What follows belongs to an exercise in optimizing a design on an open flow for a short achievable clock period and few clock cycles; a production flow would make more cautious choices.
At most, simulation tests tie the RTL to the original design; equivalence was not proved.
Power figures rest on the tool's default switching activity, not on a simulated workload.

==> inputs of v32 <==
## acb_bitstream
module acb_bitstream (
    input  wire        clk,
    input  wire        rst,
    input  wire        start,
    input  wire [3:0]  op,
    input  wire [7:0]  imm,
    input  wire [31:0] arg0,
    output reg         done,
    output wire [31:0] res0,
    output reg  [2:0]  err_code,
    output reg  [31:0] err_info,
    output wire [15:0] bs_pos,
    output wire [12:0] bs_len,
    output wire [11:0] bsb_raddr,
    input  wire [7:0]  bsb_rdata,
    output wire        bsb_we,
    output wire [11:0] bsb_waddr,
    output wire [7:0]  bsb_wdata
);
==> flow/config.mk <==
export PLATFORM = sky130hd
export DESIGN_NAME = acb_bitstream
export DESIGN_NICKNAME = acb_bitstream
export VERILOG_FILES = /design/flow/design.v
export SDC_FILE = /design/flow/constraint.sdc
export NUM_CORES = 4
export LEC_CHECK = 0
export CAP_MARGIN = 20
export CORE_MARGIN = 2
export CORE_UTILIZATION = 40
export SLEW_MARGIN = 20
==> flow/constraint.sdc <==
create_clock -name core_clock -period 10.0 [get_ports {clk}]
set_input_delay 2.0000 -clock core_clock [delete_from_list [all_inputs] [get_ports {clk}]]
set_output_delay 2.0000 -clock core_clock [all_outputs]
set_load 0.01 [all_outputs]
standard.sh (not shown) runs the stock make flow with config.mk's settings and CLKGATE_MAP_FILE= SYNTH_SCRIPT=/design/flow/synth_recipe.tcl, a recipe that flattens the netlist after the stock synthesis.
==> flow/flow/run.sh <==
#!/bin/bash
# Standard ORFS layout, with repair_timing aiming past the clock period.
set -euo pipefail
bash standard.sh SETUP_SLACK_MARGIN=7 finish > flow_standard.log 2>&1
==> inputs of v23, as changes to v32 <==
--- a/flow/design.v
+++ b/flow/design.v
@@ -42,25 +42,27 @@
                      S_SWR1 = 4'd7,    
                      S_SWR2 = 4'd8,    
                      S_SWE  = 4'd9,    
                      S_SLA  = 4'd10;   
     reg [3:0]  state;
     reg [15:0] pos;         
     reg [12:0] len;         
+    reg [12:0] lenm1;       
     reg [7:0]  tail;        
     reg        tailv;
     assign bs_pos = pos;
     assign bs_len = len;
     wire idle = (state == S_IDLE);
     reg [3:0]  cop;
     reg [7:0]  cn;
     reg [31:0] carg;
     reg [15:0] opos;        
     reg [63:0] ring;        
     reg [63:0] Qr;          
+    reg [63:0] head;        
     reg [12:0] rhi;         
     reg [12:0] rnext;       
     reg        pend;        
     function [63:0] rotb;   
         input [63:0] r;
         input [2:0]  k;
         rotb = ({r, r} << {k, 3'b000}) >> 64;
@@ -70,42 +72,80 @@
     wire [12:0] palk   = pos[15:3] + {12'd0, (pos[2:0] != 3'd0)};    
     wire [15:0] pal    = {palk[12:0], 3'b000};
     wire [15:0] pal8   = pal + 16'd8;
     wire [63:0] qsh    = Qr << o;
     wire [30:0] X      = qsh[63:33];
     wire [3:0]  d4     = rhi[3:0] - k0[3:0];
     wire        dneg   = (d4 == 4'hF);
-    wire [6:0]  rbits  = {d4[3:0], 3'b000} - {4'd0, o};
+    wire [3:0]  d4m1   = d4 - 4'd1;
+    wire [2:0]  no     = 3'd0 - o;                   
+    wire [6:0]  rbv    = (o == 3'd0) ? {d4, 3'b000} : {d4m1, no};
     wire [4:0]  ravl   = (dneg || d4 == 4'd0) ? 5'd0 :
-                         ((rbits[6:5] != 2'd0) ? 5'd31 : rbits[4:0]);
+                         ((rbv[6:5] != 2'd0) ? 5'd31 : rbv[4:0]);
     wire        capfar = ~pos[15] && (pos[14:5] != 10'h3FF);
     wire        rb_ok  = !dneg && (d4 > {3'd0, (o != 3'd0)});
     wire [7:0]  rbyte  = (o != 3'd0) ? Qr[55:48] : Qr[63:56];
     wire        at_len  = (k0 == len);
-    wire        at_last = (k0 + 13'd1 == len) && tailv;
+    wire        k0_lm1  = (k0 == lenm1);
+    wire        at_last = k0_lm1 && tailv;
     wire        wfast   = at_len || at_last;
     wire [7:0]  wold    = at_last ? tail : 8'h00;
     wire [7:0]  omask   = 8'hFF >> o;
-    wire        wb_ok   = (palk == len) && (palk < 13'd4096);
+    wire        wb_ok   = ((o == 3'd0) ? at_len : k0_lm1) && !len[12];    
     wire [4:0]  n      = imm[4:0];
     wire        n_ok   = (imm[7:5] == 3'd0) && (n != 5'd0);
-    wire        go_r   = n_ok && (n <= ravl);
+    wire [5:0]  om1    = {3'b000, o} - 6'd1;
+    wire [5:0]  q      = om1 + {1'b0, n};
+    wire [3:0]  th8o   = 4'd8 - {1'b0, o};
+    wire        e2     = ({1'b0, n[2:0]} > th8o);
+    wire        e0     = (o == 3'd0) && (n[2:0] == 3'd0);
+    wire [6:0]  le;
+    genvar gm;
+    generate for (gm = 0; gm < 7; gm = gm + 1) begin : g_le
+        assign le[gm] = !dneg && (gm <= d4);
+    end endgenerate
+    wire [1:0]  n43    = n[4:3];
+    wire        le_a   = le[{1'b0, n43}];
+    wire        le_b   = le[{1'b0, n43} + 3'd1];
+    wire        le_c   = le[{1'b0, n43} + 3'd2];
+    wire        go_r   = n_ok && (e2 ? le_c : (e0 ? le_a : le_b));
     wire        go_w   = n_ok && capfar && wfast;
     wire [6:0]  plo    = {1'b0, pos[5:0]} + {2'b00, n};
     wire [9:0]  phi1   = pos[15:6] + 10'd1;
     wire [15:0] pos_n  = {(plo[6] ? phi1 : pos[15:6]), plo[5:0]};
-    wire [5:0]  om1    = {3'b000, o} - 6'd1;
-    wire [5:0]  q      = om1 + {1'b0, n};
-    wire [2:0]  lsh    = ~q[2:0];                 
-    wire [12:0] laddr  = k0 + {10'd0, q[5:3]};
+    wire [2:0]  lsh    = no - n[2:0];             
+    wire [15:0] pm1    = pos - 16'd1;
+    wire [6:0]  lalo   = {1'b0, pm1[5:0]} + {2'b00, n};
+    wire [9:0]  pm1h1  = pm1[15:6] + 10'd1;
+    wire [15:0] lpos   = {(lalo[6] ? pm1h1 : pm1[15:6]), lalo[5:0]};
+    wire [11:0] laddr  = lpos[14:3];
     wire [5:0]  c39    = 6'd39 - om1;             
     wire [5:0]  wsa    = c39 - {1'b0, n};
-    wire        wb1    = (q[5:3] == 3'd0);        
+    wire [3:0]  nlim   = 4'd8 - {1'b0, o};
+    wire        wb1    = ({1'b0, n} <= {1'b0, nlim});    
     wire [7:0]  lsv    = arg0[7:0] << lsh;
     wire [7:0]  lbyte  = wb1 ? ((lsv & omask) | wold) : lsv;
+    wire        is_rd   = (op == OP_READ) || (op == OP_PEEK);
+    wire        st      = idle && start;
+    wire        f_done  = st && ((op == OP_CLEAR) || (op == OP_GETPOS) || (op == OP_ALIGN) ||
+                                 (is_rd && go_r) || ((op == OP_READBYTE) && rb_ok));
+    wire        f_we    = st && (((op == OP_WRITE) && go_w) || ((op == OP_WRITEBYTE) && wb_ok));
+    wire        f_posn  = st && ((op == OP_READ) || (op == OP_WRITE));
+    wire [3:0]  s3     = {1'b0, o} + {1'b0, n[2:0]};
+    wire [2:0]  cb     = {1'b0, n[4:3]} + {2'b00, s3[3]};
+    wire [63:0] qf1    = s3[3] ? rotb(Qr, 3'd1) : Qr;
+    wire [63:0] qf2    = rotb(qf1, {1'b0, n[4:3]});
+    wire [2:0]  rpos   = d4[2:0] - cb;
+    reg  [63:0] Qfast;
+    integer qi;
+    always @(*) begin
+        Qfast = qf2;
+        for (qi = 0; qi < 8; qi = qi + 1)
+            if (pend && rpos == qi[2:0]) Qfast[63 - 8*qi -: 8] = bsb_rdata;
+    end
     reg  [30:0] res;
     assign res0 = {1'b0, res};
     reg        we;
     reg [11:0] waddr;
     reg [7:0]  wd;
     reg [11:0] ra;
     assign bsb_we    = we;
@@ -128,21 +168,24 @@
     reg [4:0]  sn;
     reg [2:0]  snb;        
     reg        sfirst;
     reg        rpeek;      
     reg        rbyt;       
     wire [12:0] s_palk = opos[15:3] + {12'd0, (opos[2:0] != 3'd0)};
     wire [16:0] s_pn   = {1'b0, opos} + {12'd0, cn[4:0]};
+    wire [5:0]  s_q    = {3'b000, opos[2:0]} + {1'b0, cn[4:0]} - 6'd1;
     wire [16:0] s_lenb = {1'b0, len, 3'b000};
     reg  [16:0] r_pn, r_pal8;
     reg  [12:0] r_palk;
     reg  [17:0] r_ld;       
     reg  [16:0] r_cd;       
     reg         f_nbig, f_nzero, f_ue_r, f_ue_rb, f_cap_w, f_cap_wb, f_argbig;
     reg  [15:0] spn;
+    reg  [2:0]  r_qb;       
+    wire        r_rdy  = !dneg && ({1'b0, r_qb} < d4);
     wire [2:0]  so     = sbp[2:0];
     wire [6:0]  sq     = {4'd0, so} + {2'd0, sn} - 7'd1;    
     wire [5:0]  ssa    = 6'd39 - sq[5:0];
     wire [7:0]  fbyte  = F[39:32] & (sfirst ? (8'hFF >> so) : 8'hFF);
     wire [3:0]  k0f    = (state == S_SLA) ? opos[6:3] : k0[3:0];
     wire [3:0]  rdn    = rnext[3:0] - k0f;          
     wire        fetch  = (idle || state == S_RW || state == S_SLA || state == S_SL0) &&
@@ -191,82 +234,52 @@
                 carg <= arg0;
                 opos <= pos;
                 f_argbig <= (arg0 > {15'd0, BIT_CAP});
                 r_palk <= palk;
                 r_pal8 <= {1'b0, pal8};
                 r_ld   <= {2'b00, len, 3'b000} - {2'b00, pos};
                 r_cd   <= BIT_CAP - {1'b0, pos};
-                if (op == OP_WRITEBYTE) begin
-                    waddr <= palk[11:0];
-                    wd    <= arg0[7:0];
-                    wcnt  <= 3'd0;
-                end else begin
-                    waddr <= laddr[11:0];
-                    wd    <= lbyte;
-                    wcnt  <= q[5:3];
-                end
+                if (op == OP_WRITEBYTE) wcnt <= 3'd0;
+                else                    wcnt <= q[5:3];
                 wv     <= arg0[30:0];
                 wsar   <= wsa;
                 wmask0 <= omask;
                 wold0  <= wold;
                 wlast0 <= at_last;
                 wk0    <= k0;
+                done   <= f_done;
+                we     <= f_we;
+                wfirst <= f_we;
+                if (start)
+                    state <= f_we ? S_W : (f_done ? S_IDLE : S_SLA);
                 if (start) begin
                     case (op)
                         OP_CLEAR: begin
                             pos_nx   = 16'd0;
                             len      <= 13'd0;
+                            lenm1    <= 13'h1FFF;
                             tailv    <= 1'b0;
                             rhi_nx   = 13'd0;
                             rnext_nx = 13'd0;
                             pend_nx  = 1'b0;
-                            done     <= 1'b1;
-                        end
-                        OP_GETPOS: done <= 1'b1;
-                        OP_ALIGN: begin
-                            pos_nx = pal;
-                            done   <= 1'b1;
-                        end
-                        OP_READ, OP_PEEK: begin
-                            if (op == OP_READ) pos_nx = pos_n;
-                            if (go_r) done <= 1'b1;
-                            else state <= S_SLA;
                         end
-                        OP_READBYTE: begin
-                            pos_nx = pal8;
-                            if (rb_ok) done <= 1'b1;
-                            else state <= S_SLA;
-                        end
-                        OP_WRITE: begin
-                            pos_nx = pos_n;
-                            if (go_w) begin
-                                we     <= 1'b1;
-                                wfirst <= 1'b1;
-                                state  <= S_W;
-                            end else state <= S_SLA;
-                        end
-                        OP_WRITEBYTE: begin
-                            pos_nx = pal8;
-                            if (wb_ok) begin
-                                we     <= 1'b1;
-                                wfirst <= 1'b1;
-                                state  <= S_W;
-                            end else state <= S_SLA;
-                        end
-                        default: state <= S_SLA;    
+                        OP_ALIGN:                   pos_nx = pal;
+                        OP_READBYTE, OP_WRITEBYTE:  pos_nx = pal8;
+                        default: ;
                     endcase
                 end
             end
             S_W: begin
                 pend_nx  = 1'b0;
                 rhi_nx   = pos[15:3];
                 rnext_nx = pos[15:3];
                 wfirst <= 1'b0;
                 if (wfirst) begin
                     len   <= {1'b0, waddr} + 13'd1;
+                    lenm1 <= {1'b0, waddr};
                     tail  <= wd;
                     tailv <= 1'b1;
                 end
                 if (wfirst && skip0) begin
                     F     <= Fc << 16;
                     wd    <= Fc[31:24];
                     waddr <= wk0[11:0] + 12'd1;
@@ -295,30 +308,37 @@
                         wcnt <= wcnt - 3'd1;
                     end
                 end
             end
             S_SLA: begin
                 pos_nx   = opos;
                 r_pn     <= s_pn;
+                r_qb     <= s_q[5:3];
                 f_nbig   <= (cn > 8'd31);
                 f_nzero  <= (cn == 8'd0);
                 f_ue_r   <= r_ld[17] || ({13'd0, cn[4:0]} > r_ld);
                 f_ue_rb  <= (r_pal8 > s_lenb);
                 f_cap_w  <= ({12'd0, cn[4:0]} > r_cd);
                 f_cap_wb <= (r_pal8 > BIT_CAP);
                 state    <= S_SL0;
                 if (cop == OP_SETPOS) begin
                     if (f_argbig) begin
                         err_code <= E_INVALIDARG;
                         err_info <= carg;
                     end else begin
                         pos_nx   = carg[15:0];
-                        rhi_nx   = carg[15:3];
-                        rnext_nx = carg[15:3];
                         pend_nx  = 1'b0;
+                        if (carg[15:6] == 10'd0 && len >= 13'd8) begin
+                            ring_nx  = head;
+                            rhi_nx   = 13'd8;
+                            rnext_nx = 13'd8;
+                        end else begin
+                            rhi_nx   = carg[15:3];
+                            rnext_nx = carg[15:3];
+                        end
                     end
                     done  <= 1'b1;
                     state <= S_IDLE;
                 end
             end
             S_SL0: begin
                 rpeek <= (cop == OP_PEEK);
@@ -331,15 +351,15 @@
                             err_code <= E_INVALIDARG;
                             err_info <= {24'd0, cn};
                         end else if (f_nzero) begin
                         end else if (f_ue_r) begin
                             err_code <= E_UNEXPEND;
                             err_info <= {16'd0, opos};
                         end else begin
-                            if (cn[4:0] <= ravl) begin
+                            if (r_rdy) begin
                                 if (cop == OP_READ) pos_nx = r_pn[15:0];
                             end else begin
                                 done  <= 1'b0;
                                 state <= S_RW;
                             end
                         end
                     end
@@ -397,15 +417,15 @@
                 if (rbyt) begin
                     if (rb_ok) begin
                         pos_nx = r_pal8[15:0];
                         done  <= 1'b1;
                         state <= S_IDLE;
                     end
                 end else begin
-                    if (cn[4:0] <= ravl) begin
+                    if (r_rdy) begin
                         if (!rpeek) pos_nx = r_pn[15:0];
                         done  <= 1'b1;
                         state <= S_IDLE;
                     end
                 end
             end
             S_SWZ: begin
@@ -414,14 +434,15 @@
                 rnext_nx = pos[15:3];
                 spn <= sbp + {11'd0, sn};
                 if (len < sbp[15:3]) begin
                     we    <= 1'b1;
                     waddr <= len[11:0];
                     wd    <= 8'h00;
                     len   <= len + 13'd1;
+                    lenm1 <= len;
                     tail  <= 8'h00;
                     tailv <= 1'b1;
                 end else begin
                     state <= S_SWF;
                 end
                 wsar <= ssa;
                 snb  <= sq[5:3];
@@ -441,14 +462,15 @@
                 end else begin
                     we    <= 1'b1;
                     waddr <= sk[11:0];
                     wd    <= fbyte;
                     tail  <= fbyte;
                     tailv <= 1'b1;
                     len   <= sk + 13'd1;
+                    lenm1 <= sk;
                     sfirst <= 1'b0;
                     F   <= F << 8;
                     sk  <= sk + 13'd1;
                     snb <= snb - 3'd1;
                     if (snb == 3'd0) state <= S_SWE;
                 end
             end
@@ -478,30 +500,44 @@
                 rhi_nx   = spn[15:3];
                 rnext_nx = spn[15:3];
                 done  <= 1'b1;
                 state <= S_IDLE;
             end
             default: state <= S_IDLE;
         endcase
+        if (f_posn) pos_nx = pos_n;
+        if (idle) begin
+            if (op == OP_WRITEBYTE) begin
+                waddr <= palk[11:0];
+                wd    <= arg0[7:0];
+            end else begin
+                waddr <= laddr[11:0];
+                wd    <= lbyte;
+            end
+        end
         if (rst) begin
             state    <= S_IDLE;
             done     <= 1'b0;
             len      <= 13'd0;
+            lenm1    <= 13'h1FFF;
             tail     <= 8'd0;
             tailv    <= 1'b0;
             we       <= 1'b0;
             wfirst   <= 1'b0;
             pos_nx   = 16'd0;
             rhi_nx   = 13'd0;
             rnext_nx = 13'd0;
             pend_nx  = 1'b0;
             rsel     = 1'b0;
         end
         pos   <= pos_nx;
         ring  <= ring_nx;
+        if (we && !rst && waddr[11:3] == 9'd0)
+            for (i = 0; i < 8; i = i + 1)
+                if (waddr[2:0] == i[2:0]) head[63 - 8*i -: 8] <= wd;
         rhi   <= rhi_nx;
         rnext <= rnext_nx;
         pend  <= pend_nx;
-        Qr    <= rotb(ring_nx, pos_nx[5:3]);
+        Qr    <= (f_posn && !rst) ? Qfast : rotb(ring_nx, pos_nx[5:3]);
         ra    <= rsel ? sk[11:0] : rnext_nx[11:0];
     end
 endmodule
==> comparison table <==
Status: v32 timing/DRC/antenna clean; v23 timing/DRC/antenna clean
Portion of synthesized cell area occupied by the leading cell type: v32 24.1%; v23 24.7%
Sequential cell area: v32 14400 sq um; v23 17200 sq um
Total wirelength of the detailed-routed design: v32 173000 microns; v23 233000 microns
Count of plain and timing-repair buffers: v32 684; v23 847
Antenna diodes: v32 2; v23 8
End of the critical path: v32 Qr[37]; v23 Qr[3]
Startpoint types: v32 flip-flop; v23 primary input
Data arrival time at the worst-slack endpoint: v32 5510 ps; v23 5030 ps
Reg2reg end: v32 Qr[37]; v23 Qr[57]
Reported sequential group power: v32 4.50 mW; v23 5.24 mW
Placed insts: v32 5412; v23 6443
Final sequential cell count: v32 554; v23 660
WHS: v32 451 ps; v23 462 ps
Wire length on met3: v32 19700 microns; v23 29100 microns
Inserted Clock Buffers: v32 69; v23 81
Start of the worst register-to-register path: v32 pos[5]; v23 rhi[0]
# fillers: v32 8297; v23 9738
Part of the total power dissipated in the clock network: v32 13.3%; v23 12.8%
Share of cell area taken by multi-input logic gates: v32 49.6%; v23 49.3%
Aggregate global-route resource usage: v32 33.3%; v23 38.0%
Testbench counts of v23, summed over its fixed seeds: cycles 11,606.
The RTL of v32 was laid out without a check of its function.

-- port drivers added, routing unchanged --
No port has a modelled driver above. Below, the same layouts with a new extraction and two added sets of constraints.
Step 1 (the two cells are an assumption about what drives the block):
set clk [get_ports {clk}]
set_driving_cell -lib_cell sky130_fd_sc_hd__clkbuf_16 $clk
set_driving_cell -lib_cell sky130_fd_sc_hd__buf_2 [delete_from_list [all_inputs] $clk]
Step 2 adds t to the input delays and takes it off the output delays; t is the mean of the earliest and latest rising clock arrival at the registers after step 1. Input paths then give back, and output paths get back, about the clock's delay inside the block.
Slacks: no drivers / after step 1 / after step 2; pairs: no drivers / after step 1.
| run | t, ns | slack for setup (ns) | worst setup path at the end | slew at the worst register clock pin (ns) | cell pins on the clock port's net |
|---|---|---|---|---|---|
| v32 | 0.722 | 5.023 / 5.023 / 4.606 | input to register | 0.08 / 0.08 | 1 |
| v23 | 0.770 | 5.580 / 5.609 / 4.838 | input to register | 0.07 / 0.07 | 1 |
After both steps setup and hold are still met in every run listed. For v23, which loses most, drivers alone change the setup slack by +0.029 ns; drivers and shift together by -0.742 ns.
